Source: an optimization exercise on an open RTL-to-GDS flow (aim: small area, a short achievable clock period and few clock cycles). Production flows keep margins and buffers that such runs may drop.
In this exercise RTL edits were held to simulation tests only and were not proved equivalent to the original.

==> flow/design.v, too long to show whole: its modules and the start of the top module <==
// module hash_engine: 589 lines
// module he_dd8: 25 lines
// module he_sqrt2: 15 lines
// module he_q5: 9 lines
// module bk_add: 51 lines
// module he_push: 299 lines
// module he_bmul: 539 lines
// module he_cmul: 1501 lines
// module he_conv: 131 lines
module hash_engine (
    input  wire        clk,
    input  wire        rst,
    input  wire        cmd_valid,
    output wire        cmd_ready,
    input  wire [15:0] cmd_word,
    output reg         rsp_valid,
    input  wire        rsp_ready,
    output reg  [2:0]  rsp_code,
    output reg  [63:0] rsp_data
);
  // ...
==> flow/run.sh <==
#!/bin/bash
# synth_recipe.tcl (not shown) runs the flow's synth.tcl, then flattens the netlist and writes it again
# the make line also repeats each setting of config.mk as NAME=value (left out here)
make -C /OpenROAD-flow-scripts/flow DESIGN_CONFIG=/design/flow/config.mk WORK_HOME=/design/flow/orfs CLKGATE_MAP_FILE= SYNTH_SCRIPT=/design/flow/synth_recipe.tcl finish
==> flow/config.mk <==
export PLATFORM = sky130hd
export DESIGN_NAME = hash_engine
export DESIGN_NICKNAME = hash_engine
export VERILOG_FILES = /design/flow/design.v
export SDC_FILE = /design/flow/constraint.sdc
export NUM_CORES = 8
export LEC_CHECK = 0
export ABC_AREA = 1
export ABC_CLOCK_PERIOD_IN_PS = 5000
export CAP_MARGIN = 35
export CORE_MARGIN = 2
export CORE_UTILIZATION = 60
export PLACE_DENSITY = 0.75
export SLEW_MARGIN = 35
==> flow/constraint.sdc <==
create_clock -name core_clock -period 18.0 [get_ports {clk}]
set_input_delay 3.6000 -clock core_clock [delete_from_list [all_inputs] [get_ports {clk}]]
set_output_delay 3.6000 -clock core_clock [all_outputs]
set_load 0.01 [all_outputs]
==> flow_summary.yaml, run 1 <==
floorplanning:
  io-pin-count: 89
  design.die.area_mm2: 0.216
  num_rows: 169
  fp.coreArea_mm2: 0.212
min_path:
  hold-path-endpoint: "bn2[55]$_DFFE_PP_"
  min_from: "bn1[55]$_DFFE_PP_"
cells_and_area:
  final_common_cell: "nand2_1"
  largest_reg_flops: 77
  area_share_clock_buf_inv: 0.0419
  layout_common_cells: "nand2_1 (3,350), inv_1 (2,515), nor2_1 (1,206)"
  nonClockInverterCount: 2696
  multi_input_area_mm2: 0.0763
  n_all_buffers: 219
  antenna_cells: 7
timing:
  setup_ws_ns: 12.17
  tightest_slew_ns: 1.05
  fin_tns_setup_ns: 0
status:
  status: "timing/DRC/antenna clean"
synth:
  yosysTopAreaCell: "edfxtp_1"
  synthMuxAreaShare: 0.000333
  synth.top_cell.area_share: 0.264
worst_setup_path:
  worstSetupEndpoint: "rsp_data[46]"
  critPathArrivalTime_ns: 2.23
  critical_path.n_buffers_inverters: 1
  crit_cells: 1
  reg2reg_setup_slack_ns: 12.37
placed_design:
  hpwl_um: 294000
global_routing:
  first_global_vias: 105447
run:
  cap_viol_max_count: 0
clocking:
  holdBufCountCts: 0
Testbench counts, summed over its fixed seeds: cycles 5,496.
==> run 2: changes to the inputs <==
--- a/flow/config.mk
+++ b/flow/config.mk
@@ -9,3 +9,3 @@
 export ABC_CLOCK_PERIOD_IN_PS = 5000
-export CAP_MARGIN = 35
+export CAP_MARGIN = 50
 export CORE_MARGIN = 2
@@ -13,2 +13,2 @@
 export PLACE_DENSITY = 0.75
-export SLEW_MARGIN = 35
+export SLEW_MARGIN = 50
==> flow_summary.yaml, run 2 <==
status:
  status: "timing/DRC/antenna clean"
synth:
  synth_edf_count: 1124
  synth_cells: 15886
  yosysWarningCount: 4
  synthMostInstantiatedCell: "nand2_1"
  synth_area_per_cell_um2: 8.03
  synth_nets: 17488
  synth-seq-cells: 1392
  ys_seq_area_frac: 0.307
  synthesis.area_mm2: 0.128
  synth.top_cell.area_share: 0.264
  async_flop_share: 0
  synthTopCellsByArea: "edfxtp_1 (26%), fa_1 (14%), nand2_1 (9.9%)"
  yosysTopAreaCell: "edfxtp_1"
  ys_types: 80
  netlist_top_cells_count: "nand2_1 (3,355), inv_1 (2,525), nor2_1 (1,220), edfxtp_1 (1,124), fa_1 (918)"
  ys.flop_type: "edfxtp_1"
worst_setup_path:
  cpPeakStageDelay_ns: 0.68
  reg2reg_setup_slack_ns: 12.41
  cp_slowest_cell: "edfxtp_1"
  end_kind: "output pin"
  critPathKind: "reg2out"
  cp_max_fo: 1
  rr_startpoint: "md[13]$_DFFE_PP_"
  critPathArrivalTime_ns: 2.17
  path_cells: "clkdlybuf4s50_1"
  r2r_end: "acc_r[62]$_SDFFE_PP0P_"
  start_kind: "flop"
  required_ns: 14.40
  r2r_cells: 28
  critical_path.n_buffers_inverters: 1
  path_delay_family: "flip-flops"
floorplanning:
  die_h_um: 465
  fp.coreArea_mm2: 0.212
  io-pin-count: 89
  design.die.area_mm2: 0.216
  die_width_um: 465
  start_util: 0.603
  num_rows: 169
clocking:
  htreeDepth: 4
  ctsResizeCount: 0
  cts_tree: "done"
  worstSkewPairLatency_ns: 0.86
  holdBufCountCts: 0
  cts_buffer_depth: 3
  clock_sinks: 1392
  post_cts_buffers: 0
  cts-root-buf: "clkbuf_16"
  cts_buffers: 159
  clkTransAtPathRegs_ns: 0.06
detailed_routing:
  postRouteAntennaNets: 0
  drtPass1Iterations: 9
  avgRoutedWirePerCell_um: 21.2
  routed-via-count: 110914
  drc_errors: 0
  drtIter0Drc: 13384
  vias_per_cell: 5.96
  drt-total-wl_um: 395000
min_path:
  hold-path-endpoint: "bn2[21]$_DFFE_PP_"
  hold_class: "reg2reg"
  whs_path_depth: 0
  min_from: "bn1[21]$_DFFE_PP_"
cells_and_area:
  syn_to_final_growth_pct: 7.23
  fill_cells: 18026
  seq_area_mm2: 0.0391
  drive_above_1_share: 0.0638
  final_common_cell: "nand2_1"
  largest_reg_flops: 77
  num-nets-final: 17256
  layout_common_cells: "nand2_1 (3,350), inv_1 (2,507), nor2_1 (1,203)"
  multi_input_area_mm2: 0.0764
  top_register: "bcd"
placed_design:
  hpwl_um: 295000
  routabilityCongestion: 1.05
  io_buffers: 88
timing:
  hold_viol: 0
  rsz0062_at_grt: "false"
  fin_tns_setup_ns: 0
  tightest_slew_ns: 0.794
  skew_ns: 0.0472
  fmaxAchievable_mhz: 173
  fin_crit_sh: 0.321
  finalSetupViolCount: 0
  slew_violations: 0
  finalCriticalPeriod_ns: 5.77
  relSlewSlack: 0.470
global_routing:
  globalRouteTotalUtil: 0.360
  antenna_found_initial: 18
  grt_pass1_wl_um: 608000
  grt_max_degree: 93
  first_global_vias: 105144
  gr-total-overflow: 0
run:
  cap_viol_max_count: 0
-- run 2: layout make-up --
| cell class | count | area share |
|---|---|---|
| antenna | 6 | 0.000110 |
| clock buffer | 197 | 0.0309 |
| clock inverter | 100 | 0.00875 |
| inverter | 2696 | 0.0743 |
| multi-input combinational | 11178 | 0.558 |
| sequential | 1392 | 0.286 |
| tap | 2821 | 0.0258 |
| timing repair buffer | 227 | 0.0159 |
-- run 2: worst max-delay path by stage --
| stage | from | endpoint | cells past startpoint |
|---|---|---|---|
| floorplan | rst | a_cnt[0]$_SDFFCE_PP0P_ | 4 |
| global placement | rst | an[60]$_DFFE_PP_ | 4 |
| detailed placement | rsp_ready | h_cnt[4]$_DFFE_PP_ | 10 |
| CTS | rsp_data[46]$_SDFFCE_PP0P_ | rsp_data[46] | 1 |
| global route | md[13]$_DFFE_PP_ | acc_r[62]$_SDFFE_PP0P_ | 28 |
| finish | rsp_data[38]$_SDFFCE_PP0P_ | rsp_data[38] | 1 |
-- run 2: through the flow --
step           instance area, um2  cells  setup slack (ns)  hold slack [ns]   util
2_1_floorplan              128000  15886              7.14            0.400      -
3_3_place_gp               131000  18296             11.77            0.401  0.618
3_5_place_dp               131000  18305             11.90            0.405  0.620
4_1_cts                    137000  18602             12.24            0.380  0.645
5_1_grt                    137000  18612             11.96            0.400  0.646
6_report                   137000  18617             12.23            0.392  0.647
-- run 2: cells by family (layout without fill, tap and decap cells) --
| kind of cell | Yosys count | count (layout) | synth area share |
|---|---|---|---|
| xor+xnor | 900 | 900 | 0.0618 |
| fa+ha+maj | 1582 | 1582 | 0.209 |
| simple gates | 5890 | 5890 | 0.193 |
| mux | 4 | 4 | 0.000333 |
| flops | 1392 | 1392 | 0.307 |
| compound gates | 2802 | 2802 | 0.131 |
| buf+inv | 3316 | 3220 | 0.0982 |
| other cells | 0 | 6 | 0 |
-- run 2: routing by layer --
metal  part of all wire  global-route usage  routed length (um)  vias to the layer above
met5            0.00051             0.00373                 203                        -
met2               0.43               0.541              170000                     6129
met1               0.40               0.499              158000                    52248
met3               0.11              0.0723               44700                     1092
li1                   -                   -                   -                    51423
met4              0.057               0.175               22500                       22
==> module hash_engine, before the edit <==
module hash_engine (
    input  wire        clk,
    input  wire        rst,
    input  wire        cmd_valid,
    output wire        cmd_ready,
    input  wire [15:0] cmd_word,
    output reg         rsp_valid,
    input  wire        rsp_ready,
    output reg  [2:0]  rsp_code,
    output reg  [63:0] rsp_data
);
    localparam [63:0] K_GOLD = 64'h9E3779B97F4A7C15;
    localparam [63:0] K_M1   = 64'hFF51AFD7ED558CCD;
    localparam [63:0] K_M2   = 64'hC4CEB9FE1A85EC53;
    reg [63:0] acc_r;
    reg [2:0]  acc_c;
    wire [63:0] acc = acc_r + {15'd0, acc_c[2], 15'd0, acc_c[1], 15'd0, acc_c[0], 16'd0};
    reg [4:0]  dig;
    reg [19:0] ca, cb, cc;
    reg [22:0] scr;
    reg [63:0] mix;
    reg        act, dv, ovf, az;
    reg [2:0]  err;
    wire [63:0] stat_word = {57'd0, err, az, ovf, dv, act};
    function [13:0] pdec(input [15:0] w);
        reg [3:0] o;
        reg [7:0] g;
        reg z, b, nop, sta, pus, fin, rdb, rdr, srs;
        begin
            o = w[15:12];
            g = w[7:0];
            nop = o == 4'h0; sta = o == 4'h1; pus = o == 4'h2; fin = o == 4'h3;
            rdb = o == 4'h4; rdr = o == 4'h5; srs = o == 4'hF;
            z = nop | sta | fin | srs;
            b = pus | rdb | rdr;
            pdec[0] = nop; pdec[1] = sta; pdec[2] = pus; pdec[3] = fin;
            pdec[4] = rdb; pdec[5] = rdr; pdec[6] = srs;
            pdec[7] = (w[11:8] != 4'd0) | ~(z | b) | (z & (g != 8'd0));
            pdec[8] = (rdb & (g > 8'd16)) | (rdr & (g > 8'd7));
            pdec[9] = rdb | (rdr & (g != 8'd0) & (g != 8'd7));
            pdec[10] = g < 8'd10;
            pdec[11] = (g >= 8'd10) & (g < 8'd100);
            pdec[12] = g[2:0] == 3'd6;
            pdec[13] = g >= 8'd100;
        end
    endfunction
    reg        mv, sv, rdy;
    reg [15:0] mw, sw;
    reg [13:0] md;
    wire       exec;
    assign cmd_ready = rdy;
    wire take = cmd_valid & rdy;
    always @(posedge clk) begin
        if (rst) begin
            mv  <= 1'b0;
            sv  <= 1'b0;
            rdy <= 1'b1;
        end else if (~mv | exec) begin
            if (sv) begin
                mv  <= 1'b1;
                mw  <= sw;
                md  <= pdec(sw);
                sv  <= 1'b0;
                rdy <= 1'b1;
            end else begin
                mv <= take;
                if (take) begin
                    mw <= cmd_word;
                    md <= pdec(cmd_word);
                end
            end
        end else if (take) begin
            sv  <= 1'b1;
            sw  <= cmd_word;
            rdy <= 1'b0;
        end
    end
    wire [7:0] arg = mw[7:0];
    wire c_ill = md[7];
    wire c_phs = (md[2] | md[3]) & ~act;
    wire c_ix  = md[8];
    wire c_nv  = md[9] & ~dv;
    wire [2:0] code = c_ill ? 3'd1 : c_phs ? 3'd2 : c_ix ? 3'd3 : c_nv ? 3'd4 : 3'd0;
    wire cok = ~(c_ill | c_phs | c_ix | c_nv);
    wire is_mixrd = cok & md[5] & md[12];
    wire is_rdb   = cok & md[4];
    wire is_serrd = cok & md[5] & ~md[12];
    wire is_spec  = ~cok | is_mixrd | is_rdb | is_serrd;
    wire [1:0] kind = ~cok ? 2'd0 : is_mixrd ? 2'd1 : is_rdb ? 2'd2 : 2'd3;
    wire is_fin   = cok & md[3];
    wire is_srst  = cok & md[6];
    wire is_start = cok & md[1];
    wire is_push  = cok & md[2];
    reg  [2:0] fexec, fcommit;      
    wire       nf0 = fexec == fcommit;
    reg  [5:0] tc;                  
    localparam QB = 3, QN = 1 << QB;    
    reg  [QB-1:0] gh, gt;
    reg  [QB:0]   gn;
    reg  [5:0] g_cnt  [0:QN-1];     
    reg  [1:0] g_kind [0:QN-1];
    reg  [4:0] g_pay  [0:QN-1];     
    reg        barrier;
    wire gq_empty = gn == 0;
    wire gq_full  = gn == QN;
    wire a_free;
    reg  fbv;                       
    wire is_ser   = is_serrd | is_rdb;   
    wire can_exec = is_spec ? (~gq_full & (~is_ser | (nf0 & gq_empty)))
                            : ((tc != 6'd63) & (~is_fin | ~fbv) & (~is_srst | (nf0 & gq_empty)));
    assign exec = mv & ~barrier & can_exec;
    reg  [5:0] h_cnt;
    reg  [1:0] h_kind;
    reg  [4:0] h_sel;
    wire       h_rdy  = (h_kind != 2'd1) | (h_sel[2:0] == fcommit);
    wire       sp_pre = ~gq_empty & (h_cnt == 6'd0) & h_rdy;
    function [7:0] hexdigit(input [3:0] v);
        hexdigit = (v < 4'd10) ? (8'h30 + {4'd0, v}) : (8'h57 + {4'd0, v});
    endfunction
    reg [63:0] rdr_value;
    always @(*) begin
        case (h_sel[2:0])
            3'd0: rdr_value = acc;
            3'd1: rdr_value = {59'd0, dig};
            3'd2: rdr_value = {44'd0, ca};
            3'd3: rdr_value = {44'd0, cb};
            3'd4: rdr_value = {44'd0, cc};
            3'd5: rdr_value = {41'd0, scr};
            3'd6: rdr_value = mix;
            default: rdr_value = stat_word;
        endcase
    end
    wire [3:0]  nib = mix[63 - 4 * h_sel[3:0] -: 4];
    wire [63:0] sp_data = (h_kind == 2'd0) ? 64'd0 :
                          (h_kind == 2'd1) ? mix :
                          (h_kind == 2'd2) ? (h_sel[4] ? 64'd0 : {56'd0, hexdigit(nib)}) :
                          rdr_value;
    wire [QN-1:0] blk;
    genvar gi;
    generate
        for (gi = 0; gi < QN; gi = gi + 1) begin : g_blk
            wire [QB-1:0] rel = gi[QB-1:0] - gh;
            assign blk[gi] = ({1'b0, rel} < gn) & (g_kind[gi] == 2'd1) & (g_pay[gi][2:0] == fcommit);
        end
    endgenerate
    reg blk_r;
    always @(posedge clk) blk_r <= ~rst & (|blk);
    wire push_g = exec & is_spec;
    wire [4:0] npay = (kind == 2'd0) ? {2'b00, code} : (kind == 2'd1) ? {2'b00, fexec} : arg[4:0];
    wire [QB-1:0] gh1 = gh + 1'b1;
    wire [QB:0] gn_p = gn + {{QB{1'b0}}, push_g};
    wire [QB:0] gn_m = gn_p - 1'b1;
    wire [5:0] tc_p = tc + {5'd0, exec};
    wire [5:0] tc_m = tc + {5'd0, exec} - 6'd1;
    wire [5:0] tc_d = tc - 6'd1;
    wire       pgz = ~gq_empty & (h_cnt != 6'd0);
    wire       ptz = gq_empty & (tc != 6'd0);
    wire [5:0] tca1 = ptz ? tc_d : tc;
    wire [5:0] tc_n1 = push_g ? 6'd0 : (ptz ? tc_m : tc_p);
    wire [5:0] tc_n0 = push_g ? 6'd0 : tc_p;
    wire       hnew1 = push_g & (gn == {{QB{1'b0}}, sp_pre});
    wire       hnew0 = push_g & gq_empty;
    wire [5:0] hc_n1 = hnew1 ? tca1 : sp_pre ? g_cnt[gh1] : pgz ? h_cnt - 6'd1 : h_cnt;
    wire [1:0] hk_n1 = hnew1 ? kind : sp_pre ? g_kind[gh1] : h_kind;
    wire [4:0] hs_n1 = hnew1 ? npay : sp_pre ? g_pay[gh1] : h_sel;
    wire [5:0] hc_n0 = hnew0 ? tc : h_cnt;
    wire [1:0] hk_n0 = hnew0 ? kind : h_kind;
    wire [4:0] hs_n0 = hnew0 ? npay : h_sel;
    wire       ofr = ~rsp_valid | rsp_ready;
    always @(posedge clk) begin
        if (rst) begin
            tc <= 6'd0; gh <= 0; gt <= 0; gn <= 0;
            rsp_valid <= 1'b0;
            barrier <= 1'b0;
        end else begin
            if (ofr) begin
                rsp_valid <= pgz | sp_pre | ptz;
                rsp_code  <= (sp_pre & (h_kind == 2'd0)) ? h_sel[2:0] : 3'd0;
            end
            if (ofr & (pgz | sp_pre | ptz)) rsp_data <= sp_pre ? sp_data : 64'd0;
            if (ofr & sp_pre) gh <= gh1;
            if (ofr & sp_pre & h_kind[1]) barrier <= 1'b0;
            if (push_g) begin
                g_cnt[gt]  <= ofr ? tca1 : tc;
                g_kind[gt] <= kind;
                g_pay[gt]  <= npay;
                gt <= gt + 1'b1;
                if (is_ser) barrier <= 1'b1;
            end
            tc <= ofr ? tc_n1 : tc_n0;
            gn <= (ofr & sp_pre) ? gn_m : gn_p;
            h_cnt  <= ofr ? hc_n1 : hc_n0;
            h_kind <= ofr ? hk_n1 : hk_n0;
            h_sel  <= ofr ? hs_n1 : hs_n0;
        end
    end
    localparam [63:0] Q10 = 64'd1844674407370955161, Q100 = 64'd184467440737095516,
                      Q1000 = 64'd18446744073709551;
    wire [63:0] p_lo;
    wire [2:0]  p_c;
    he_push u_push (.acc(acc_r), .ci(acc_c), .arg(arg), .m10(md[10]), .m100(md[11]), .m1k(md[13]),
                    .lo(p_lo), .co(p_c));
    wire ovf_push = md[10] & ((acc > Q10) | ((acc == Q10) & (arg >= 8'd6)))
                  | md[11] & ((acc > Q100) | ((acc == Q100) & (arg >= 8'd16)))
                  | md[13] & (acc > Q1000);
    localparam A_IDLE = 3'd0, A_RUN = 3'd1, A_D = 3'd2, A_F1 = 3'd3, A_F2 = 3'd4, A_F3 = 3'd5,
               A_DONE = 3'd6;
    reg [2:0]  a_st;
    reg [2:0]  a_cnt;
    reg [63:0] an;
    reg [76:0] bcd;
    reg [2:0]  a_div;
    reg [3:0]  a_e;
    reg [23:0] win;
    wire       ab_go;
    assign a_free = (a_st == A_IDLE) | ab_go;
    wire fin_go  = exec & is_fin;
    reg  [63:0] fb;
    wire a_start = a_free & fbv;
    wire srst_go = exec & is_srst;
    wire [76:0] dd_out;
    he_dd8 u_dd (.bcd(bcd), .bits(an[63:56]), .out(dd_out));
    wire [19:0] dnz;
    genvar di;
    generate
        for (di = 0; di < 20; di = di + 1) begin : g_dnz
            if (di == 19) assign dnz[di] = bcd[76];
            else          assign dnz[di] = |bcd[4*di +: 4];
        end
    endgenerate
    reg [4:0] ndig;
    integer dk;
    always @(*) begin
        ndig = 5'd1;
        for (dk = 1; dk < 20; dk = dk + 1)
            if (dnz[dk]) ndig = dk[4:0] + 5'd1;
    end
    reg [2:0] n_div;
    reg [3:0] n_e;
    always @(*) begin
        case (ndig)
            5'd3: begin n_div = 3'd1; n_e = 4'd2; end
            5'd4: begin n_div = 3'd1; n_e = 4'd3; end
            5'd5: begin n_div = 3'd1; n_e = 4'd4; end
            5'd6: begin n_div = 3'd2; n_e = 4'd4; end
            5'd7: begin n_div = 3'd2; n_e = 4'd5; end
            5'd8: begin n_div = 3'd2; n_e = 4'd6; end
            5'd9: begin n_div = 3'd3; n_e = 4'd6; end
            5'd10: begin n_div = 3'd3; n_e = 4'd7; end
            5'd11: begin n_div = 3'd3; n_e = 4'd8; end
            5'd12: begin n_div = 3'd4; n_e = 4'd8; end
            5'd13: begin n_div = 3'd4; n_e = 4'd9; end
            5'd14: begin n_div = 3'd4; n_e = 4'd10; end
            5'd15: begin n_div = 3'd5; n_e = 4'd10; end
            5'd16: begin n_div = 3'd5; n_e = 4'd11; end
            5'd17: begin n_div = 3'd5; n_e = 4'd12; end
            5'd18: begin n_div = 3'd6; n_e = 4'd12; end
            5'd19: begin n_div = 3'd6; n_e = 4'd13; end
            5'd20: begin n_div = 3'd6; n_e = 4'd14; end
            default: begin n_div = 3'd0; n_e = 4'd1; end
        endcase
    end
    function [23:0] fmaskf(input [2:0] dv3);
        case (dv3)
            3'd0: fmaskf = 24'h000000;
            3'd1: fmaskf = 24'h00000F;
            3'd2: fmaskf = 24'h0000FF;
            3'd3: fmaskf = 24'h000FFF;
            3'd4: fmaskf = 24'h00FFFF;
            3'd5: fmaskf = 24'h0FFFFF;
            default: fmaskf = 24'hFFFFFF;
        endcase
    endfunction
    wire [3:0]  w_off = (a_st == A_F1) ? {1'b0, a_div} : a_e;
    wire [79:0] w_sh  = {3'd0, bcd} >> {w_off, 2'b00};
    wire [19:0] conv;
    he_conv u_conv (.fv(win), .v(conv));    
    always @(posedge clk) begin
        if (rst) begin
            a_st <= A_IDLE;
            fbv <= 1'b0;
        end else begin
            case (a_st)
            A_RUN: begin
                bcd   <= dd_out;
                an    <= {an[55:0], an[63:56]};
                a_cnt <= a_cnt + 3'd1;
                if (a_cnt == 3'd7) a_st <= A_D;
            end
            A_D: begin
                a_div <= n_div;
                a_e   <= n_e;
                win   <= bcd[23:0] & fmaskf(n_div);
                a_st  <= A_F1;
            end
            A_F1: begin
                win  <= w_sh[23:0] & fmaskf(a_div);
                a_st <= A_F2;
            end
            A_F2: begin
                win  <= w_sh[23:0] & fmaskf(a_div);
                a_st <= A_F3;
            end
            A_F3: a_st <= A_DONE;
            default: if (ab_go) a_st <= A_IDLE;
            endcase
            if (fin_go) fb <= acc;
            if (fin_go) fbv <= 1'b1;
            else if (a_start) fbv <= 1'b0;
            if (a_start) begin
                an    <= fb;
                bcd   <= 77'd0;
                a_cnt <= 3'd0;
                a_st  <= A_RUN;
            end
        end
        if (a_st == A_D)  dig <= ndig;
        if (a_st == A_F1) cc  <= conv;
        if (a_st == A_F2) cb  <= conv;
        if (a_st == A_F3) ca  <= conv;
    end
    localparam B1_IDLE = 3'd0, B1_MA = 3'd1, B1_MB = 3'd2, B1_CP = 3'd3, B1_AB = 3'd4;
    reg [2:0]  b1_st;
    reg [1:0]  b1_cnt;
    reg        b1_done;
    reg [63:0] bn1;
    reg [19:0] ap1;
    reg [2:0]  bq1;
    reg        dneg1;
    reg [43:0] r1, r2;
    reg [36:0] mxs;                 
    reg [20:0] myr;                 
    reg        minv;                
    wire       b12_go;
    reg        nb1, nb2;            
    wire       nmove = nb1 & (~nb2 | c_used_n);
    wire       c_used_n;
    assign ab_go = (a_st == A_DONE) & (b1_st == B1_IDLE) & ~b1_done & ~nb1;
    wire [22:0] ap1x6;
    wire        ap1x6_c;
    bk_add #(23) u_a6 (.a({1'b0, ap1, 2'b0}), .b({2'b0, ap1, 1'b0}), .ci(1'b0), .s(ap1x6), .co(ap1x6_c));
    wire [2:0]  bq_n;
    he_q5 u_bq (.x({3'b0, cb}), .a(ap1), .a6(ap1x6), .q(bq_n));
    wire [19:0] ap1n = (ca == 20'd0) ? 20'd1 : ca;
    wire [43:0] mt_s, mt_c;
    he_bmul u_bmul (.mx(mxs), .my(myr[6:0]), .inv(minv), .r1(r1), .r2(r2), .s(mt_s), .c(mt_c));
    wire [43:0] dsum, dinc;
    wire        dsum_c, dinc_c;
    bk_add #(44) u_dsum (.a(r1), .b(r2), .ci(1'b0), .s(dsum), .co(dsum_c));
    bk_add #(44) u_dinc (.a(~r1), .b(44'd0), .ci(1'b1), .s(dinc), .co(dinc_c));
    always @(posedge clk) begin
        if (rst) begin
            b1_st <= B1_IDLE;
            b1_done <= 1'b0;
            nb1 <= 1'b0;
        end else begin
            case (b1_st)
            B1_MA, B1_MB: begin
                r1 <= mt_s; r2 <= mt_c;
                minv <= 1'b0;
                mxs <= {mxs[29:0], 7'd0};
                myr <= {7'd0, myr[20:7]};
                b1_cnt <= b1_cnt + 2'd1;
                if (b1_st == B1_MA && b1_cnt == 2'd0) bq1 <= bq_n;
                if (b1_cnt == 2'd2) begin
                    b1_cnt <= 2'd0;
                    if (b1_st == B1_MA) begin
                        mxs <= {17'd0, cb};
                        myr <= {1'd0, cb};
                        minv <= 1'b1;
                        b1_st <= B1_MB;
                    end else begin
                        b1_st <= B1_CP;
                    end
                end
            end
            B1_CP: begin
                r1 <= dsum;
                dneg1 <= dsum[43];
                b1_st <= B1_AB;
            end
            B1_AB: begin
                if (dneg1) r1 <= dinc;
                b1_st <= B1_IDLE;
                b1_done <= 1'b1;
            end
            default: if (b12_go) b1_done <= 1'b0;
            endcase
            if (nmove) nb1 <= 1'b0;
            if (ab_go) begin
                mxs   <= {15'd0, ap1n, 2'b00};
                myr   <= {1'd0, cc};
                r1    <= 44'd0;
                r2    <= 44'd0;
                minv  <= 1'b0;
                b1_cnt <= 2'd0;
                nb1   <= 1'b1;
                bn1   <= an;
                ap1   <= ap1n;
                b1_st <= B1_MA;
            end
        end
    end
    localparam B2_IDLE = 2'd0, B2_SQ = 2'd1, B2_SC = 2'd2, B2_DONE = 2'd3;
    reg [1:0]  b2_st;
    reg [3:0]  b2_cnt;
    reg [63:0] bn2;
    reg [19:0] ap2;
    reg [2:0]  bq2;
    reg        dneg2;
    reg [43:0] sx;
    reg [22:0] srem;
    reg [20:0] sroot;
    wire       bc_go;
    wire       b2_free = (b2_st == B2_IDLE) | bc_go;
    assign b12_go = b1_done & b2_free;
    wire [22:0] sr_rem;
    wire [20:0] sr_root;
    wire [43:0] sr_x;
    he_sqrt2 u_sq (.x(sx), .rem(srem), .root(sroot), .x_o(sr_x), .rem_o(sr_rem), .root_o(sr_root));
    reg  [22:0] a6, rmb;            
    function [22:0] rmil(input [3:0] r);
        case (r)
            4'd0: rmil = 23'd0;
            4'd1: rmil = 23'd1000000;
            4'd2: rmil = 23'd2000000;
            4'd3: rmil = 23'd3000000;
            4'd4: rmil = 23'd4000000;
            4'd5: rmil = 23'd5000000;
            4'd6: rmil = 23'd6000000;
            4'd7: rmil = 23'd7000000;
            default: rmil = 23'd8000000;
        endcase
    endfunction
    wire [22:0] rt  = {2'b0, sroot};
    wire [2:0]  qq;
    he_q5 u_qq (.x(rt), .a(ap2), .a6(a6), .q(qq));
    wire [2:0]  qd  = (qq >= bq2) ? (qq - bq2) : (bq2 - qq);
    wire [22:0] scr_c;
    wire        scr_cc;
    bk_add #(23) u_scrc (.a(rmb), .b(rt), .ci(1'b0), .s(scr_c), .co(scr_cc));
    wire [22:0] scr_n = dneg2 ? scr_c : (rmil({1'b0, bq2} + {1'b0, qq}) | {20'd0, qd});
    always @(posedge clk) begin
        if (b2_st == B2_SC) scr <= scr_n;
        if (rst) begin
            b2_st <= B2_IDLE;
            nb2 <= 1'b0;
        end else begin
            case (b2_st)
            B2_SQ: begin
                sx    <= sr_x;
                srem  <= sr_rem;
                sroot <= sr_root;
                b2_cnt <= b2_cnt + 4'd1;
                if (b2_cnt == 4'd10) b2_st <= B2_SC;
            end
            B2_SC: b2_st <= B2_DONE;
            default: if (bc_go) b2_st <= B2_IDLE;
            endcase
            if (c_used_n) nb2 <= 1'b0;
            if (nmove) begin
                nb2 <= 1'b1;
                bn2 <= bn1;
            end
            if (b12_go) begin
                ap2   <= ap1;
                a6    <= ap1x6;
                rmb   <= rmil(bq1);
                bq2   <= bq1;
                dneg2 <= dneg1;
                sx    <= {2'b00, r1[41:0]};
                srem  <= 23'd0;
                sroot <= 21'd0;
                b2_cnt <= 4'd0;
                b2_st <= B2_SQ;
            end
        end
    end
    localparam C_IDLE = 2'd0, C_RUN = 2'd1, C_ADD = 2'd2, C_CMT = 2'd3;
    reg [1:0]  c_st;
    reg [1:0]  c_ph;
    reg [1:0]  c_j;
    reg [63:0] mc;
    reg [63:0] as, ac;
    wire [63:0] psum = as + ac;
    wire [63:0] hx   = psum ^ (bn2 & {64{c_ph == 2'd0}});
    wire [63:0] xs   = hx ^ (hx >> 33);
    wire c_cmt_now = ((c_st == C_ADD) & (c_ph == 2'd2) | (c_st == C_CMT)) & ~blk_r;
    wire c_free = (c_st == C_IDLE) | c_cmt_now;
    assign bc_go = (b2_st == B2_DONE) & c_free & nb2;
    assign c_used_n = (c_st == C_ADD) & (c_ph == 2'd0);
    wire [24:0] scr_y = {1'b0, scr, 1'b0};
    wire [64:0] k1_y = {K_M1, 1'b0};
    wire [64:0] k2_y = {K_M2, 1'b0};
    function [16:0] ychunk(input [1:0] ph, input [1:0] j);
        case (ph)
            2'd0:    ychunk = j[0] ? {8'd0, scr_y[24:16]} : scr_y[16:0];
            2'd1:    ychunk = k1_y[16 * j +: 17];
            default: ychunk = k2_y[16 * j +: 17];
        endcase
    endfunction
    function [23:0] bdec(input [16:0] y);
        integer k;
        for (k = 0; k < 8; k = k + 1) begin
            bdec[3*k]   = y[2*k+1] ^ y[2*k];
            bdec[3*k+1] = (y[2*k+2] & ~y[2*k+1] & ~y[2*k]) | (~y[2*k+2] & y[2*k+1] & y[2*k]);
            bdec[3*k+2] = y[2*k+2];
        end
    endfunction
    reg  [23:0] bd;
    always @(posedge clk) begin
        case (c_st)
            C_RUN:   bd <= bdec(ychunk(c_ph, c_j + 2'd1));
            C_ADD:   bd <= bdec(ychunk((c_ph == 2'd2) ? 2'd0 : c_ph + 2'd1, 2'd0));
            default: bd <= bdec(ychunk(2'd0, 2'd0));
        endcase
    end
    wire [63:0] ct_s, ct_c;
    he_cmul u_cmul (.xm(mc), .bd(bd), .as(as), .ac(ac), .s(ct_s), .c(ct_c));
    wire last_chunk = (c_ph == 2'd0) ? c_j[0] : (c_j == 2'd3);
    always @(posedge clk) begin
        if (rst) begin
            c_st <= C_IDLE;
        end else begin
            case (c_st)
            C_RUN: begin
                c_j <= c_j + 2'd1;
                if (last_chunk) c_st <= C_ADD;
            end
            C_ADD: begin
                c_j <= 2'd0;
                c_ph <= c_ph + 2'd1;
                if (c_ph == 2'd2) c_st <= c_cmt_now ? C_IDLE : C_CMT;
                else c_st <= C_RUN;
            end
            default: if (c_cmt_now) c_st <= C_IDLE;
            endcase
            if (bc_go) begin
                c_ph <= 2'd0;
                c_j  <= 2'd0;
                c_st <= C_RUN;
            end
        end
    end
    always @(posedge clk) begin
        as <= (c_st == C_RUN) ? ct_s : 64'd0;
        ac <= (c_st == C_RUN) ? ct_c : 64'd0;
        case (c_st)
            C_RUN:   mc <= {mc[47:0], 16'd0};
            C_ADD:   mc <= ((c_ph == 2'd2) & ~blk_r) ? K_GOLD : xs;
            C_CMT:   if (~blk_r) mc <= K_GOLD;
            default: mc <= K_GOLD;
        endcase
    end
    always @(posedge clk) begin
        if (rst) begin
            acc_r <= 64'd0; acc_c <= 3'd0;
            act <= 1'b0; dv <= 1'b0; ovf <= 1'b0; az <= 1'b0; err <= 3'd0;
            fexec <= 4'd0; fcommit <= 4'd0;
        end else begin
            if (c_cmt_now) begin
                mix <= (c_st == C_CMT) ? mc : xs;
                fcommit <= fcommit + 4'd1;
            end
            if (exec) begin
                if (~cok) begin
                    if (err == 3'd0) err <= code;
                end
                if (is_start) begin
                    acc_r <= 64'd0; acc_c <= 3'd0; ovf <= 1'b0; act <= 1'b1;
                end
                if (is_push) begin
                    acc_r <= p_lo;
                    acc_c <= p_c;
                    if (ovf_push) ovf <= 1'b1;
                end
                if (is_fin) begin
                    act <= 1'b0; dv <= 1'b1;
                    az  <= (acc < 64'd100);
                    fexec <= fexec + 4'd1;
                end
                if (is_srst) begin
                    acc_r <= 64'd0; acc_c <= 3'd0;
                    act <= 1'b0; dv <= 1'b0; ovf <= 1'b0; az <= 1'b0; err <= 3'd0;
                end
            end
        end
    end
endmodule
==> run 3: changes to the inputs <==
--- a/flow/design.v
+++ b/flow/design.v
@@ -205,4 +205,4 @@
                   | md[13] & (acc > Q1000);
-    localparam A_IDLE = 3'd0, A_RUN = 3'd1, A_D = 3'd2, A_F1 = 3'd3, A_F2 = 3'd4, A_F3 = 3'd5,
-               A_DONE = 3'd6;
+    localparam A_IDLE = 3'd0, A_RUN = 3'd1, A_D = 3'd2, A_F1 = 3'd3, A_F2 = 3'd4, A_W = 3'd5;
+    reg        a_f3;                
     reg [2:0]  a_st;
@@ -273,3 +273,3 @@
     endfunction
-    wire [3:0]  w_off = (a_st == A_F1) ? {1'b0, a_div} : a_e;
+    wire [3:0]  w_off = (a_st == A_F1) ? a_e : {1'b0, a_div};
     wire [79:0] w_sh  = {3'd0, bcd} >> {w_off, 2'b00};
@@ -280,2 +280,3 @@
             a_st <= A_IDLE;
+            a_f3 <= 1'b0;
             fbv <= 1'b0;
@@ -301,7 +302,8 @@
                 win  <= w_sh[23:0] & fmaskf(a_div);
-                a_st <= A_F3;
+                a_st <= ab_go ? A_IDLE : A_W;
             end
-            A_F3: a_st <= A_DONE;
-            default: if (ab_go) a_st <= A_IDLE;
+            A_W: if (ab_go) a_st <= A_IDLE;
+            default: ;
             endcase
+            a_f3 <= ab_go;
             if (fin_go) fb <= acc;
@@ -318,6 +320,7 @@
         if (a_st == A_F1) cc  <= conv;
-        if (a_st == A_F2) cb  <= conv;
-        if (a_st == A_F3) ca  <= conv;
+        if (a_st == A_F2) ca  <= conv;
+        if (a_f3)         cb  <= conv;
     end
-    localparam B1_IDLE = 3'd0, B1_MA = 3'd1, B1_MB = 3'd2, B1_CP = 3'd3, B1_AB = 3'd4;
+    localparam B1_IDLE = 3'd0, B1_W = 3'd1, B1_MA = 3'd2, B1_MB = 3'd3, B1_CP = 3'd4, B1_AB = 3'd5,
+               B1_S0 = 3'd6;
     reg [2:0]  b1_st;
@@ -334,6 +337,3 @@
     wire       b12_go;
-    reg        nb1, nb2;            
-    wire       nmove = nb1 & (~nb2 | c_used_n);
-    wire       c_used_n;
-    assign ab_go = (a_st == A_DONE) & (b1_st == B1_IDLE) & ~b1_done & ~nb1;
+    assign ab_go = ((a_st == A_F2) | (a_st == A_W)) & (b1_st == B1_IDLE) & ~b1_done;
     wire [22:0] ap1x6;
@@ -350,2 +350,20 @@
     bk_add #(44) u_dinc (.a(~r1), .b(44'd0), .ci(1'b1), .s(dinc), .co(dinc_c));
+    wire [43:0] dabs = r1;
+    reg  [4:0]  s0_rem, s0_t, s0_a;
+    reg  [2:0]  s0_root;
+    integer     s0k;
+    always @(*) begin
+        s0_rem = 5'd0; s0_root = 3'd0;
+        for (s0k = 0; s0k < 3; s0k = s0k + 1) begin
+            s0_a = {s0_rem[2:0], dabs[41 - 2*s0k], dabs[40 - 2*s0k]};
+            s0_t = s0_a - {1'b0, s0_root[1:0], 2'b01};
+            if (s0_a >= {1'b0, s0_root[1:0], 2'b01}) begin
+                s0_rem  = s0_t;
+                s0_root = {s0_root[1:0], 1'b1};
+            end else begin
+                s0_rem  = s0_a;
+                s0_root = {s0_root[1:0], 1'b0};
+            end
+        end
+    end
     always @(posedge clk) begin
@@ -354,5 +372,10 @@
             b1_done <= 1'b0;
-            nb1 <= 1'b0;
         end else begin
             case (b1_st)
+            B1_W: begin
+                mxs   <= {15'd0, ap1n, 2'b00};
+                myr   <= {1'd0, cc};
+                ap1   <= ap1n;
+                b1_st <= B1_MA;
+            end
             B1_MA, B1_MB: begin
@@ -363,3 +386,3 @@
                 b1_cnt <= b1_cnt + 2'd1;
-                if (b1_st == B1_MA && b1_cnt == 2'd0) bq1 <= bq_n;
+                if (b1_st == B1_MB && b1_cnt == 2'd0) bq1 <= bq_n;
                 if (b1_cnt == 2'd2) begin
@@ -383,2 +406,7 @@
                 if (dneg1) r1 <= dinc;
+                b1_st <= B1_S0;
+            end
+            B1_S0: begin
+                r1 <= {8'd0, r1[35:0]};
+                r2 <= {36'd0, s0_rem, s0_root};
                 b1_st <= B1_IDLE;
@@ -388,6 +416,3 @@
             endcase
-            if (nmove) nb1 <= 1'b0;
             if (ab_go) begin
-                mxs   <= {15'd0, ap1n, 2'b00};
-                myr   <= {1'd0, cc};
                 r1    <= 44'd0;
@@ -396,6 +421,4 @@
                 b1_cnt <= 2'd0;
-                nb1   <= 1'b1;
                 bn1   <= an;
-                ap1   <= ap1n;
-                b1_st <= B1_MA;
+                b1_st <= B1_W;
             end
@@ -410,3 +433,3 @@
     reg        dneg2;
-    reg [43:0] sx;
+    reg [35:0] sx;
     reg [22:0] srem;
@@ -419,3 +442,3 @@
     wire [43:0] sr_x;
-    he_sqrt2 u_sq (.x(sx), .rem(srem), .root(sroot), .x_o(sr_x), .rem_o(sr_rem), .root_o(sr_root));
+    he_sqrt2 u_sq (.x({sx, 8'd0}), .rem(srem), .root(sroot), .x_o(sr_x), .rem_o(sr_rem), .root_o(sr_root));
     reg  [22:0] a6, rmb;            
@@ -446,3 +469,2 @@
             b2_st <= B2_IDLE;
-            nb2 <= 1'b0;
         end else begin
@@ -450,3 +472,3 @@
             B2_SQ: begin
-                sx    <= sr_x;
+                sx    <= sr_x[43:8];
                 srem  <= sr_rem;
@@ -454,3 +476,3 @@
                 b2_cnt <= b2_cnt + 4'd1;
-                if (b2_cnt == 4'd10) b2_st <= B2_SC;
+                if (b2_cnt == 4'd8) b2_st <= B2_SC;
             end
@@ -459,8 +481,4 @@
             endcase
-            if (c_used_n) nb2 <= 1'b0;
-            if (nmove) begin
-                nb2 <= 1'b1;
-                bn2 <= bn1;
-            end
             if (b12_go) begin
+                bn2   <= bn1;
                 ap2   <= ap1;
@@ -470,5 +488,5 @@
                 dneg2 <= dneg1;
-                sx    <= {2'b00, r1[41:0]};
-                srem  <= 23'd0;
-                sroot <= 21'd0;
+                sx    <= r1[35:0];
+                srem  <= {18'd0, r2[7:3]};
+                sroot <= {18'd0, r2[2:0]};
                 b2_cnt <= 4'd0;
@@ -478,15 +496,18 @@
     end
-    localparam C_IDLE = 2'd0, C_RUN = 2'd1, C_ADD = 2'd2, C_CMT = 2'd3;
-    reg [1:0]  c_st;
+    localparam C_IDLE = 3'd0, C_RUN = 3'd1, C_ADD = 3'd2, C_CMT = 3'd3, C_OV = 3'd4;
+    reg [2:0]  c_st;
     reg [1:0]  c_ph;
     reg [1:0]  c_j;
-    reg [63:0] mc;
+    reg        cph0, cj1;           
+    reg        c_ov;                
+    reg [63:0] mc;                  
     reg [63:0] as, ac;
     wire [63:0] psum = as + ac;
-    wire [63:0] hx   = psum ^ (bn2 & {64{c_ph == 2'd0}});
+    wire [63:0] hx   = psum ^ (mc & {64{(c_ph == 2'd0) & (c_st == C_ADD)}});
     wire [63:0] xs   = hx ^ (hx >> 33);
-    wire c_cmt_now = ((c_st == C_ADD) & (c_ph == 2'd2) | (c_st == C_CMT)) & ~blk_r;
-    wire c_free = (c_st == C_IDLE) | c_cmt_now;
-    assign bc_go = (b2_st == B2_DONE) & c_free & nb2;
-    assign c_used_n = (c_st == C_ADD) & (c_ph == 2'd0);
+    wire c_last   = (c_ph == 2'd0) ? c_j[0] : (c_j == 2'd3);
+    wire c_ovgo   = (c_st == C_RUN) & (c_ph == 2'd2) & (c_j == 2'd3) & (b2_st == B2_DONE) & ~blk_r;
+    wire c_cmt_now = (((c_st == C_ADD) & (c_ph == 2'd2)) | (c_st == C_CMT) | (c_st == C_OV)) & ~blk_r;
+    wire c_free = (c_st == C_IDLE) | (c_cmt_now & (c_st != C_OV));
+    assign bc_go = (b2_st == B2_DONE) & (c_free | c_ovgo);
     wire [24:0] scr_y = {1'b0, scr, 1'b0};
@@ -512,4 +533,5 @@
         case (c_st)
-            C_RUN:   bd <= bdec(ychunk(c_ph, c_j + 2'd1));
+            C_RUN:   bd <= bdec(c_last ? ychunk(2'd0, 2'd0) : ychunk(c_ph, c_j + 2'd1));
             C_ADD:   bd <= bdec(ychunk((c_ph == 2'd2) ? 2'd0 : c_ph + 2'd1, 2'd0));
+            C_OV:    bd <= bdec(ychunk(2'd0, 2'd1));
             default: bd <= bdec(ychunk(2'd0, 2'd0));
@@ -517,5 +539,6 @@
     end
+    wire [63:0] kg = cj1 ? (K_GOLD << 16) : K_GOLD;
+    wire [63:0] xm = cph0 ? kg : mc;
     wire [63:0] ct_s, ct_c;
-    he_cmul u_cmul (.xm(mc), .bd(bd), .as(as), .ac(ac), .s(ct_s), .c(ct_c));
-    wire last_chunk = (c_ph == 2'd0) ? c_j[0] : (c_j == 2'd3);
+    he_cmul u_cmul (.xm(xm), .bd(bd), .as(as & {64{~c_ov}}), .ac(ac & {64{~c_ov}}), .s(ct_s), .c(ct_c));
     always @(posedge clk) begin
@@ -523,3 +546,5 @@
             c_st <= C_IDLE;
+            c_ov <= 1'b0;
         end else begin
+            c_ov <= c_ovgo;
             case (c_st)
@@ -527,3 +552,4 @@
                 c_j <= c_j + 2'd1;
-                if (last_chunk) c_st <= C_ADD;
+                cj1 <= (c_ph == 2'd0) & ~c_j[0];
+                if (c_last) c_st <= c_ovgo ? C_OV : C_ADD;
             end
@@ -532,2 +558,3 @@
                 c_ph <= c_ph + 2'd1;
+                cph0 <= 1'b0;
                 if (c_ph == 2'd2) c_st <= c_cmt_now ? C_IDLE : C_CMT;
@@ -535,9 +562,21 @@
             end
+            C_OV: begin
+                c_ph <= 2'd0;
+                c_j  <= 2'd1;
+                cj1  <= 1'b1;
+                c_st <= C_RUN;
+            end
             default: if (c_cmt_now) c_st <= C_IDLE;
             endcase
-            if (bc_go) begin
+            if (bc_go & ~c_ovgo) begin
                 c_ph <= 2'd0;
                 c_j  <= 2'd0;
+                cph0 <= 1'b1;
+                cj1  <= 1'b0;
                 c_st <= C_RUN;
             end
+            if (c_ovgo) begin
+                cph0 <= 1'b1;
+                cj1  <= 1'b0;
+            end
         end
@@ -545,9 +584,10 @@
     always @(posedge clk) begin
-        as <= (c_st == C_RUN) ? ct_s : 64'd0;
-        ac <= (c_st == C_RUN) ? ct_c : 64'd0;
+        as <= ((c_st == C_RUN) | (c_st == C_OV)) ? ct_s : 64'd0;
+        ac <= ((c_st == C_RUN) | (c_st == C_OV)) ? ct_c : 64'd0;
         case (c_st)
-            C_RUN:   mc <= {mc[47:0], 16'd0};
-            C_ADD:   mc <= ((c_ph == 2'd2) & ~blk_r) ? K_GOLD : xs;
-            C_CMT:   if (~blk_r) mc <= K_GOLD;
-            default: mc <= K_GOLD;
+            C_RUN:   mc <= c_ovgo ? bn2 : (cph0 ? mc : {mc[47:0], 16'd0});
+            C_ADD:   mc <= ((c_ph == 2'd2) & ~blk_r) ? bn2 : xs;
+            C_CMT:   if (~blk_r) mc <= bn2;
+            C_OV:    ;
+            default: mc <= bn2;
         endcase
==> flow_summary.yaml, run 3 <==
worst_setup_path:
  required_ns: 14.40
  start_kind: "flop"
  cp_max_fo: 1
  r2r_end: "acc_c[0]$_SDFFE_PP0P_"
  cp_slowest_cell: "clkdlybuf4s50_1"
  rr_startpoint: "md[10]$_DFFE_PP_"
  end_kind: "output pin"
  critPathKind: "reg2out"
  path_cells: "clkdlybuf4s50_1"
  cpPeakStageDelay_ns: 0.74
  r2r_cells: 19
  path_delay_family: "buffers and inverters"
  critPathArrivalTime_ns: 2.20
  reg2reg_setup_slack_ns: 12.70
  critical_path.n_buffers_inverters: 1
detailed_routing:
  vias_per_cell: 6.00
  routed-via-count: 114695
  postRouteAntennaNets: 0
  drc_errors: 0
  drtIter0Drc: 14666
  drt-total-wl_um: 409000
  drtPass1Iterations: 7
  avgRoutedWirePerCell_um: 21.4
floorplanning:
  start_util: 0.604
  die_h_um: 469
  num_rows: 170
  io-pin-count: 89
  die_width_um: 469
  fp.coreArea_mm2: 0.215
  design.die.area_mm2: 0.220
clocking:
  ctsResizeCount: 0
  clock_sinks: 1387
  holdBufCountCts: 0
  htreeDepth: 4
  cts-root-buf: "clkbuf_16"
  cts_tree: "done"
  cts_buffers: 157
  worstSkewPairLatency_ns: 0.87
  clkTransAtPathRegs_ns: 0.06
  post_cts_buffers: 0
  cts_buffer_depth: 3
timing:
  hold_viol: 0
  fmaxAchievable_mhz: 172
  fin_tns_setup_ns: 0
  rsz0062_at_grt: "false"
  relSlewSlack: 0.470
  slew_violations: 0
  timing.hold.ws_ns: 0.406
  skew_ns: 0.0556
  finalCriticalPeriod_ns: 5.80
  fin_crit_sh: 0.322
  finalSetupViolCount: 0
  tightest_slew_ns: 0.789
cells_and_area:
  top_register: "bcd"
  fill_cells: 18344
  drive_above_1_share: 0.0606
  fin_cells: 19126
  largest_reg_flops: 77
  num-nets-final: 17763
  final_common_cell: "nand2_1"
  syn_to_final_growth_pct: 7.24
  layout_common_cells: "nand2_1 (3,459), inv_1 (2,443), nor2_1 (1,481)"
synth:
  synth-seq-cells: 1387
  netlist_top_cells_count: "nand2_1 (3,475), inv_1 (2,462), nor2_1 (1,508), edfxtp_1 (1,118), fa_1 (918)"
  synthesis.area_mm2: 0.130
  synth_edf_count: 1118
  synth.top_cell.area_share: 0.259
  synthMostInstantiatedCell: "nand2_1"
  synth_area_per_cell_um2: 7.91
  yosysTopAreaCell: "edfxtp_1"
  synth_cells: 16396
  ys.flop_type: "edfxtp_1"
  synthTopCellsByArea: "edfxtp_1 (26%), fa_1 (14%), nand2_1 (10%)"
  yosysWarningCount: 4
  synth_nets: 18007
  ys_types: 79
  async_flop_share: 0
  ys_seq_area_frac: 0.300
min_path:
  min_from: "bn1[31]$_DFFE_PP_"
  hold-path-endpoint: "bn2[31]$_DFFE_PP_"
  hold_class: "reg2reg"
  whs_path_depth: 0
placed_design:
  dpl.cell_count: 18825
  hpwl_um: 309000
  routabilityCongestion: 1.03
  io_buffers: 88
global_routing:
  gr-total-overflow: 0
  globalRouteTotalUtil: 0.368
  first_global_vias: 107657
  top_usage_layer: "met2"
  grt_util_met2: 0.548
  grt_pass1_wl_um: 625000
  grt_use_met1: 0.509
  grt_max_degree: 83
  met3_usage: 0.0766
  antenna_found_initial: 13
status:
  status: "timing/DRC/antenna clean"
run:
  cap_viol_max_count: 0
run 3: cell types whose count changed in the layout (fill, tap and decap cells not counted), sizes merged, moves of 55 or more:
cell	change
nor2	+281
nand2	+107
o21ai	+83
inv	-77
xnor2	-56
a21oi	+55
run 3: through the flow:
step / worst slack [ns] / area, um2 / util
after global routing: 12.22 / 139000 / 0.647
final: 12.20 / 139000 / 0.647
after detailed placement: 12.12 / 134000 / 0.622
after floorplan: 6.39 / 130000 / -
after CTS: 12.24 / 139000 / 0.646
after global placement: 11.96 / 133000 / 0.619
run 3: cell type report:
type                       count  area [um2]  area share
antenna                        7        17.5    0.000126
clock buffer                 183        4080      0.0293
clock inverter               105        1230     0.00888
inverter                    2580        9710      0.0698
multi-input combinational  11759       79000       0.568
sequential                  1387       39000       0.280
tap                         2838        3550      0.0255
timing repair buffer         267        2500      0.0180
run 3: worst reg2reg max path, stage by stage, from the launching register on:
cell and delay [ns]:
edfxtp_1 0.38, buf_4 0.26, buf_4 0.52, inv_1 0.42, o21ai_0 0.25, inv_1 0.09, fa_1 0.54, inv_1 0.05
fa_1 0.44, ha_1 0.39, nand4_1 0.11, o221ai_1 0.26, a21oi_1 0.12, o21bai_1 0.22, a21oi_1 0.10, o21ai_0 0.26
nand3_1 0.15, o21ai_0 0.39, nand2_1 0.11, a21oi_1 0.14
run 3: worst max path at each step:
stage | slack, ns | to | from | depth (start not counted)
6_report | 12.20 | rsp_data[1] | rsp_data[1]$_SDFFCE_PP0P_ | 1
5_1_grt | 12.22 | rsp_data[9] | rsp_data[9]$_SDFFCE_PP0P_ | 1
4_1_cts | 12.24 | rsp_data[0] | rsp_data[0]$_SDFFCE_PP0P_ | 1
3_5_place_dp | 12.12 | h_cnt[1]$_DFFE_PP_ | rsp_ready | 8
3_3_place_gp | 11.96 | rsp_data[48]$_SDFFCE_PP0P_ | rsp_ready | 7
2_1_floorplan | 6.39 | a_cnt[0]$_SDFFCE_PP0P_ | rst | 3
run 3: logic make-up after synthesis:
logic type               count (synthesis)  share of synthesized area
flip-flops                            1387                      0.300
multiplexers                             3                   0.000232
adder cells (fa/ha/maj)               1591                      0.207
AND/OR/NAND/NOR                       6291                      0.201
AO/OA/AOI/OAI                         2984                      0.136
XOR/XNOR                               890                     0.0602
buffers and inverters                 3250                     0.0948
run 3: layer usage:
metal,part of all wire,wire [um]
met5,0.00022,91
met4,0.059,24200
met2,0.43,175000
met3,0.11,45700
met1,0.40,164000
Testbench counts of run 3, summed over its fixed seeds: cycles 5,231.
==> run 4: changes to the inputs <==
==> flow/flow/run.sh (new file) <==
#!/bin/bash
# The standard layout (standard.sh, unchanged synthesis and steps), with one change: the
# buffers that global placement puts on the input and output ports are sky130_fd_sc_hd__buf_4
# cells instead of the default choice (a slow clkdlybuf4s50_1). Every port still gets a buffer.
# make's full output, which includes the output of every tool it runs, goes to standard.log
# here; ORFS also keeps each step's own log under orfs/logs/.
set -euo pipefail
cd "$(dirname "$0")/.."
bash standard.sh "BUFFER_PORTS_ARGS=-buffer_cell sky130_fd_sc_hd__buf_4" finish > standard.log 2>&1
==> flow/standard.sh (new file) <==
#!/bin/bash
# synth_recipe.tcl (not shown) runs the flow's synth.tcl, then flattens the netlist and writes it again
# the make line also repeats each setting of config.mk as NAME=value (left out here)
make -C /OpenROAD-flow-scripts/flow DESIGN_CONFIG=/design/flow/config.mk WORK_HOME=/design/flow/orfs CLKGATE_MAP_FILE= SYNTH_SCRIPT=/design/flow/synth_recipe.tcl "${@:-finish}"
removed: flow/run.sh
==> flow_summary.yaml, run 4 <==
cells_and_area:
  num-nets-final: 17759
  top_register: "bcd"
  drive_above_1_share: 0.0658
  fill_cells: 18394
  final_common_cell: "nand2_1"
  largest_reg_flops: 77
  layout_common_cells: "nand2_1 (3,456), inv_1 (2,446), nor2_1 (1,483)"
  syn_to_final_growth_pct: 7.31
synth:
  synthMostInstantiatedCell: "nand2_1"
  yosysWarningCount: 4
  synth_nets: 18007
  synth_cells: 16396
  async_flop_share: 0
  ys.flop_type: "edfxtp_1"
  netlist_top_cells_count: "nand2_1 (3,475), inv_1 (2,462), nor2_1 (1,508), edfxtp_1 (1,118), fa_1 (918)"
  ys_seq_area_frac: 0.300
  synth_area_per_cell_um2: 7.91
  synthesis.area_mm2: 0.130
  synth-seq-cells: 1387
  synth_edf_count: 1118
  synth.top_cell.area_share: 0.259
  synthTopCellsByArea: "edfxtp_1 (26%), fa_1 (14%), nand2_1 (10%)"
  ys_types: 79
  yosysTopAreaCell: "edfxtp_1"
global_routing:
  grt_max_degree: 106
  gr-total-overflow: 0
  grt_pass1_wl_um: 638000
  antenna_found_initial: 18
  first_global_vias: 108666
  globalRouteTotalUtil: 0.376
detailed_routing:
  vias_per_cell: 6.04
  drc_errors: 0
  drtIter0Drc: 14218
  postRouteAntennaNets: 0
  drtPass1Iterations: 7
  routed-via-count: 115672
  drt-total-wl_um: 419000
  avgRoutedWirePerCell_um: 21.9
floorplanning:
  die_width_um: 469
  fp.coreArea_mm2: 0.215
  die_h_um: 469
  io-pin-count: 89
  start_util: 0.604
  num_rows: 170
  design.die.area_mm2: 0.220
worst_setup_path:
  start_kind: "flop"
  path_cells: "buf_4"
  end_kind: "output pin"
  critPathKind: "reg2out"
  required_ns: 14.40
  path_delay_family: "flip-flops"
  cpPeakStageDelay_ns: 0.68
  cp_slowest_cell: "edfxtp_1"
  critPathArrivalTime_ns: 1.78
  critical_path.n_buffers_inverters: 1
  cp_max_fo: 1
clocking:
  worstSkewPairLatency_ns: 0.87
  cts_buffers: 159
  clkTransAtPathRegs_ns: 0.06
  cts-root-buf: "clkbuf_16"
  holdBufCountCts: 0
  clock_sinks: 1387
  post_cts_buffers: 0
  cts_buffer_depth: 3
  cts_tree: "done"
  ctsResizeCount: 0
  htreeDepth: 4
status:
  status: "timing/DRC/antenna clean"
timing:
  timing.hold.ws_ns: 0.414
  finalSetupViolCount: 0
  fin_crit_sh: 0.299
  rsz0062_at_grt: "false"
  skew_ns: 0.0850
  relSlewSlack: 0.461
  fmaxAchievable_mhz: 186
  slew_violations: 0
  fin_tns_setup_ns: 0
  tightest_slew_ns: 0.808
  hold_viol: 0
  finalCriticalPeriod_ns: 5.38
placed_design:
  hpwl_um: 312000
  io_buffers: 88
  routabilityCongestion: 1.03
run:
  cap_viol_max_count: 0
min_path:
  hold_class: "reg2reg"
-- run 4: cell counts after synthesis --
No cell type changed its count.
-- run 4: worst paths after layout --
kind,cells past startpoint,endpoint,startpoint,slack (ns)
setup reg to reg,18,ac[44]$_SDFF_PN0_,cph0$_SDFFCE_PP1P_,12.63
hold / removal,0,bn2[55]$_DFFE_PP_,bn1[55]$_DFFE_PP_,0.41
hold reg to reg,0,bn2[55]$_DFFE_PP_,bn1[55]$_DFFE_PP_,0.41
setup / recovery,1,rsp_data[0],rsp_data[0]$_SDFFCE_PP0P_,12.62
-- run 4: area by class of cell --
class / count / area [um2] / area share
antenna: 17 / 42.5 / 0.000306
clock buffer: 199 / 4330 / 0.0311
clock inverter: 95 / 1240 / 0.00894
inverter: 2580 / 9710 / 0.0698
multi-input combinational: 11759 / 79100 / 0.568
sequential: 1387 / 39000 / 0.280
tap: 2838 / 3550 / 0.0255
timing repair buffer: 261 / 2270 / 0.0163
-- run 4: routing by layer --
layer	global-route usage	part of all wire	vias to the layer above
met5	0.000649	0.00016	-
met4	0.188	0.059	12
met3	0.0878	0.12	1192
met2	0.560	0.43	6711
met1	0.516	0.40	54437
li1	-	-	53320
-- run 4: cell families (layout without fill, tap and decap cells) --
family	after synthesis	in the layout	synth area share
flops	1387	1387	0.300
other cells	0	17	0
mux	3	3	0.000232
simple gates	6291	6291	0.201
buf+inv	3250	3135	0.0948
compound gates	2984	2984	0.136
fa+ha+maj	1591	1591	0.207
xor+xnor	890	890	0.0602
-- run 4: per-stage QoR --
stage	utilization	worst slack, ns	area, um2	instances
2_1_floorplan	-	6.39	130000	16396
3_3_place_gp	0.618	12.15	133000	18809
3_5_place_dp	0.621	12.34	133000	18819
4_1_cts	0.647	12.49	139000	19113
5_1_grt	0.648	12.18	139000	19127
6_report	0.648	12.62	139000	19136
==> run 5: changes to the inputs <==
--- a/flow/config.mk
+++ b/flow/config.mk
@@ -11,4 +11,4 @@
 export CORE_MARGIN = 2
-export CORE_UTILIZATION = 60
-export PLACE_DENSITY = 0.75
+export CORE_UTILIZATION = 70
+export PLACE_DENSITY = 0.8
 export SLEW_MARGIN = 50
==> flow_summary.yaml, run 5 <==
status:
  status: "timing/DRC/antenna clean"
worst_setup_path:
  required_ns: 18.81
  cpPeakStageDelay_ns: 0.61
  critical_path.n_buffers_inverters: 5
  r2r_cells: 24
  critPathArrivalTime_ns: 6.57
  critPathKind: "reg2reg"
  cp_max_fo: 62
  cp_slowest_cell: "buf_4"
  end_kind: "flop"
  start_kind: "flop"
  crit_cells: 24
  path_delay_family: "compound AO/OA/AOI/OAI gates"
  path_cells: "buf_4 > inv_2 > buf_4 > o211ai_1 > ha_1 > fa_1 > inv_1 > fa_1 > inv_1 > ha_1 > nand2_1 > nor3_1 > nand2_1 > o211ai_1 > a21oi_1 > o21bai_1 > a21oi_1 > o21ai_0 > nand4_1 > o211ai_1 > nor2_1 > a21oi_1 > o21ai_0 > a21oi_1"
  cp_common_cell: "a21oi_1"
synth:
  yosysWarningCount: 4
  synth-seq-cells: 1387
  ys_seq_area_frac: 0.300
  netlist_top_cells_count: "nand2_1 (3,475), inv_1 (2,462), nor2_1 (1,508), edfxtp_1 (1,118), fa_1 (918)"
  synth.top_cell.area_share: 0.259
  synth_nets: 18007
  synth_edf_count: 1118
  synthMostInstantiatedCell: "nand2_1"
  synthTopCellsByArea: "edfxtp_1 (26%), fa_1 (14%), nand2_1 (10%)"
  synthesis.area_mm2: 0.130
  ys_types: 79
  ys.flop_type: "edfxtp_1"
  yosysTopAreaCell: "edfxtp_1"
  synth_cells: 16396
  async_flop_share: 0
  synth_area_per_cell_um2: 7.91
timing:
  finalCriticalPeriod_ns: 5.75
  rsz0062_at_grt: "false"
  fmaxAchievable_mhz: 174
  tightest_slew_ns: 0.874
  hold_viol: 0
  skew_ns: 0.0702
  fin_tns_setup_ns: 0
  fin_crit_sh: 0.320
  relSlewSlack: 0.411
  finalSetupViolCount: 0
  slew_violations: 0
global_routing:
  globalRouteTotalUtil: 0.446
  first_global_vias: 112232
  gr-total-overflow: 0
  grt_max_degree: 92
  antenna_found_initial: 12
  grt_pass1_wl_um: 645000
cells_and_area:
  final_common_cell: "nand2_1"
  syn_to_final_growth_pct: 6.96
  num-nets-final: 17744
  layout_common_cells: "nand2_1 (3,457), inv_1 (2,442), nor2_1 (1,472)"
  drive_above_1_share: 0.0684
  top_register: "bcd"
  largest_reg_flops: 77
  fin_cells: 18736
floorplanning:
  design.die.area_mm2: 0.189
  io-pin-count: 89
  die_h_um: 434
  fp.coreArea_mm2: 0.184
  start_util: 0.706
  die_width_um: 434
  num_rows: 157
run:
  cap_viol_max_count: 0
detailed_routing:
  drtIter0Drc: 16619
  drtPass1Iterations: 12
  routed-via-count: 117798
  drc_errors: 0
  drt-total-wl_um: 425000
  postRouteAntennaNets: 0
  avgRoutedWirePerCell_um: 22.7
  vias_per_cell: 6.29
clocking:
  post_cts_buffers: 0
  cts_buffers: 156
  cts_buffer_depth: 3
  cts_tree: "done"
  worstSkewPairLatency_ns: 0.89
  htreeDepth: 4
  cts-root-buf: "clkbuf_16"
  clkTransAtPathRegs_ns: 0.06
  holdBufCountCts: 0
  clock_sinks: 1387
  ctsResizeCount: 0
min_path:
  hold_class: "reg2reg"
  whs_path_depth: 0
placed_design:
  routabilityCongestion: 1.06
  dpl.cell_count: 18432
  io_buffers: 88
  hpwl_um: 313000
==> run 5: cell counts after synthesis <==
Identical to the previous run, type by type.
==> run 5: path summary, 6_finish.rpt <==
kind | end | start | slack (ns)
min | bn2[31]$_DFFE_PP_ | bn1[31]$_DFFE_PP_ | 0.41
min reg2reg | bn2[31]$_DFFE_PP_ | bn1[31]$_DFFE_PP_ | 0.41
max | acc_r[63]$_SDFFE_PP0P_ | md[13]$_DFFE_PP_ | 12.25
max reg2reg | acc_r[63]$_SDFFE_PP0P_ | md[13]$_DFFE_PP_ | 12.25
==> run 5: cells by family (layout without fill, tap and decap cells) <==
family	Yosys count	in the layout	share of synthesized area
compound gates	2984	2984	0.136
other cells	0	8	0
flops	1387	1387	0.300
xor+xnor	890	890	0.0602
simple gates	6291	6291	0.201
mux	3	3	0.000232
buf+inv	3250	3118	0.0948
fa+ha+maj	1591	1591	0.207
==> run 5: layout make-up <==
class | count | area [um2]
antenna | 8 | 20.0
clock buffer | 184 | 4100
clock inverter | 105 | 1430
fill | 13576 | 44900
inverter | 2580 | 9720
multi-input combinational | 11759 | 79300
sequential | 1387 | 39000
tap | 2464 | 3080
timing repair buffer | 249 | 2150
==> run 5: through the flow <==
stage	instance area (um2)	util	setup slack, ns	hold WS [ns]
6_report	139000	0.755	12.25	0.406
2_1_floorplan	130000	-	6.39	0.400
5_1_grt	139000	0.755	11.79	0.418
4_1_cts	138000	0.754	12.35	0.415
3_5_place_dp	133000	0.723	11.81	0.405
3_3_place_gp	132000	0.720	11.28	0.401
==> run 5: routing by layer <==
layer / up-vias / wire length, um / share of wire / global-route usage
met1: 54876 / 157000 / 0.37 / 0.589
li1: 53270 / - / - / -
met2: 8091 / 180000 / 0.42 / 0.659
met5: - / 47 / 0.00011 / 0.000768
met3: 1555 / 54600 / 0.13 / 0.110
met4: 6 / 33200 / 0.078 / 0.287

-- port drivers added, routing unchanged --
The flow's constraints put no driver on any port. The routed layouts listed below were extracted and timed again, unchanged, in two steps.
Step 1: set_driving_cell puts a clkbuf_16 on clk and a buf_2 on each other input, an assumption about the parent block.
Step 2 adds t to the input delays and takes it off the output delays; t is the mean of the earliest and latest rising clock arrival at the registers after step 1. Input paths then give back, and output paths get back, about the clock's delay inside the block.
Three values: ideal, step 1, step 2; two values: the first two.
run | shift t [ns] | slack for setup (ns) | worst setup path after step 2 | worst data-port slew with drivers (ns) | pins driven straight from the clock port
run 1 | 0.934 | 12.166 / 12.073 / 11.766 | input to register | 0.11 | 1
run 2 | 0.935 | 12.226 / 12.132 / 11.938 | input to register | 0.10 | 1
run 3 | 0.930 | 12.201 / 12.111 / 12.115 | input to register | 0.05 | 1
run 4 | 0.924 | 12.621 / 12.524 / 12.211 | input to register | 0.15 | 1
run 5 | 0.950 | 12.246 / 12.246 / 11.801 | input to register | 0.13 | 1
After both steps setup and hold are still met in every run listed. For run 5, which loses most, drivers alone change the setup slack by 0.000 ns; drivers and shift together by -0.445 ns.
